From an optimization exercise on the open Yosys and OpenROAD flow, aimed at small area, a short achievable clock period and few clock cycles per item; shortcuts taken in it are not production practice. Where RTL was checked, it was by simulation tests only, not by an equivalence proof against the original. Power figures rest on the tool's default switching activity, not on a simulated workload.

v37:
==> flow/design.v (excerpt) <==
module m3p_rle (
    input  wire        clk,
    input  wire        rst,         
    input  wire        start,       
    input  wire [1:0]  op,          
    input  wire [15:0] width,       
    input  wire [15:0] src_len,     
    output reg  [1:0]  status,      
    output reg  [1:0]  errcode,     
    output reg  [15:0] dst_len,
    output reg         src_re,
    output reg  [15:0] src_addr,
    input  wire [7:0]  src_rdata,
    output reg         dst_we,
    output reg  [15:0] dst_waddr,
    output reg  [7:0]  dst_wdata,
    output reg         dst_re,
    output reg  [15:0] dst_raddr,
    input  wire [7:0]  dst_rdata
);
Size: roughly 1500 cells after synthesis, about 130 I/O pins, about 13000 um^2 of cells after synthesis.
export LEC_CHECK = 0
export CAP_MARGIN = 20
export CORE_MARGIN = 2
export CORE_UTILIZATION = 40
export CTS_BUF_LIST = sky130_fd_sc_hd__clkbuf_8
export CTS_CLUSTER_SIZE = 12
export SLEW_MARGIN = 20
create_clock -name core_clock -period 12.0 [get_ports {clk}]
standard.sh (not shown) runs the stock make flow with config.mk's settings and CLKGATE_MAP_FILE= SYNTH_SCRIPT=/design/flow/synth_recipe.tcl, a recipe that flattens the netlist after the stock synthesis.
==> flow/flow/run.sh <==
#!/bin/bash
# The standard layout with two changes of method, none of the constraints:
#  - every port still gets its own buffer, but a plain buf_1 (repair may size it)
#    instead of the delay-cell buffer buffer_ports picks by default;
#  - timing repair works until the setup slack is at least SETUP_SLACK_MARGIN,
#    i.e. it aims at a shorter period than the clock's (the SDC is unchanged).
set -euo pipefail
export BUFFER_PORTS_ARGS="-buffer_cell sky130_fd_sc_hd__buf_1"
bash standard.sh SETUP_SLACK_MARGIN=8.3 finish > standard_flow.log 2>&1
Testbench counts of v37, summed over its fixed seeds: cycles 142,815, items 31,322.
--- input diff v37..v57 ---
# v37
export LEC_CHECK = 0
export CAP_MARGIN = 20
export CORE_MARGIN = 2
export CORE_UTILIZATION = 40
export CTS_BUF_LIST = sky130_fd_sc_hd__clkbuf_8
export CTS_CLUSTER_SIZE = 12
export SLEW_MARGIN = 20
create_clock -name core_clock -period 12.0 [get_ports {clk}]
# v57
export LEC_CHECK = 0
export CAP_MARGIN = 20
export CORE_MARGIN = 2
export CORE_UTILIZATION = 40
export CTS_BUF_LIST = sky130_fd_sc_hd__clkbuf_4 sky130_fd_sc_hd__clkbuf_8
export SLEW_MARGIN = 20
create_clock -name core_clock -period 12.0 [get_ports {clk}]
Findings:
Any difference in synthesis-to-layout area growth between v57 and v37 is small enough to ignore. The maximum clock rate of v57 was inferior to that of v37. [compare] base=v37 new=v57: post-layout worst setup margin now smaller; die area held; number of clock buffer instances in the layout +1; slew of the pin with the lowest slew margin fell by 16 ps.
The following lists how v4 was set up differently from v57:
# v57
export LEC_CHECK = 0
export CAP_MARGIN = 20
export CORE_MARGIN = 2
export CORE_UTILIZATION = 40
export CTS_BUF_LIST = sky130_fd_sc_hd__clkbuf_4 sky130_fd_sc_hd__clkbuf_8
export SLEW_MARGIN = 20
create_clock -name core_clock -period 12.0 [get_ports {clk}]
# v4
export LEC_CHECK = 0
export CAP_MARGIN = 20
export CORE_MARGIN = 2
export CORE_UTILIZATION = 40
export SLEW_MARGIN = 20
create_clock -name core_clock -period 12.0 [get_ports {clk}]
==> comparison <==
v4 -> v57: H-tree depth delta 0, exact match. The post-detailed-route count of antenna-violating nets was comparable across v4 and v57. As far as final critical-path share of the clock period is concerned, v4 and v57 perform about the same. Between v57 and v4, the flow reports non-clock buffer count decreasing slightly. Worst vdd rail ir drop of v4 exceeds that of v57 by more than 10%.

---

Setup of old:
Another version of the RTL of m3p_rle (not shown whole).
For scale: about 1500 cells after synthesis, roughly 200 flip-flops, roughly 130 I/O pins, roughly 0.013 mm^2 of cells after synthesis.
==> flow/config.mk <==
export PLATFORM = sky130hd
export DESIGN_NAME = m3p_rle
export DESIGN_NICKNAME = m3p_rle
export VERILOG_FILES = /design/flow/design.v
export SDC_FILE = /design/flow/constraint.sdc
export NUM_CORES = 4
export LEC_CHECK = 0
export CAP_MARGIN = 20
export CORE_MARGIN = 2
export CORE_UTILIZATION = 40
export SLEW_MARGIN = 20
==> flow/constraint.sdc <==
create_clock -name core_clock -period 12.0 [get_ports {clk}]
set_input_delay 2.4000 -clock core_clock [delete_from_list [all_inputs] [get_ports {clk}]]
set_output_delay 2.4000 -clock core_clock [all_outputs]
set_load 0.01 [all_outputs]
==> flow/flow/run.sh <==
#!/bin/bash
# The standard layout with two changes of method, none of the constraints:
#  - every port still gets its own buffer, but a plain buf_1 (repair may size it)
#    instead of the delay-cell buffer buffer_ports picks by default;
#  - timing repair works until the setup slack is at least SETUP_SLACK_MARGIN,
#    i.e. it aims at a shorter period than the clock's (the SDC is unchanged).
set -euo pipefail
export BUFFER_PORTS_ARGS="-buffer_cell sky130_fd_sc_hd__buf_1"
bash standard.sh SETUP_SLACK_MARGIN=8.5 finish > standard_flow.log 2>&1
Having completed the whole flow, old delivered a layout that passed the timing, DRC and antenna checks.
Edits applied to the flow inputs when going from old to new:
diff --git a/flow/flow/run.sh b/flow/flow/run.sh
--- a/flow/flow/run.sh
+++ b/flow/flow/run.sh
@@ -8,2 +8,2 @@
 export BUFFER_PORTS_ARGS="-buffer_cell sky130_fd_sc_hd__buf_1"
-bash standard.sh SETUP_SLACK_MARGIN=8.5 finish > standard_flow.log 2>&1
+bash standard.sh SETUP_SLACK_MARGIN=8.3 finish > standard_flow.log 2>&1
diff --git a/flow/config.mk b/flow/config.mk
--- a/flow/config.mk
+++ b/flow/config.mk
@@ -9,3 +9,3 @@
 export CORE_MARGIN = 2
-export CORE_UTILIZATION = 40
+export CORE_UTILIZATION = 65
 export SLEW_MARGIN = 20
--- outcome ---
- new vs old: clock period minus worst slack up
- As of new, maximum operating frequency had fallen slightly compared to old.
- NOTE: storage element area in new falls short of that of old
- Area enclosed by the die boundary delta for new relative to old: about 38% lower
- The category of the critical setup timing path comes out register to output port in one run and primary input to register in the other, namely in new and old respectively.
- On synthesized cell count, old tracks new almost exactly.
- The power spent charging and discharging nets number comes out lower for old vs new.
No functional check of the RTL was part of any run of this note.

[separate check: timing with driven ports]
The flow's constraints put no driver on any port. The routed layouts listed below were extracted and timed again, unchanged, in two steps.
Step 1, drivers: a clkbuf_16 drives clk and a buf_2 each remaining input, both assumed.
Step 2 times the ports against the registers' clock, not the clock port: input delays grow and output delays shrink by t, the midpoint of the rising clock arrivals with the driver on.
Three values: no drivers, after step 1, after step 2; two values: the first two.
run | t (ns) | setup slack, ns | clock arrival spread, ns
v37 | 0.543 | 8.352 / 8.301 / 7.939 | 0.022 / 0.022
v57 | 0.544 | 8.335 / 8.285 / 7.945 | 0.018 / 0.018
v4 | 0.499 | 8.346 / 8.291 / 7.994 | 0.011 / 0.010
old | 0.493 | 8.373 / 8.402 / 7.909 | 0.013 / 0.014
new | 0.502 | 8.340 / 8.289 / 7.877 | 0.013 / 0.013
After both steps setup and hold are still met in every run listed. For old, which loses most, drivers alone change the setup slack by +0.029 ns; drivers and shift together by -0.464 ns.
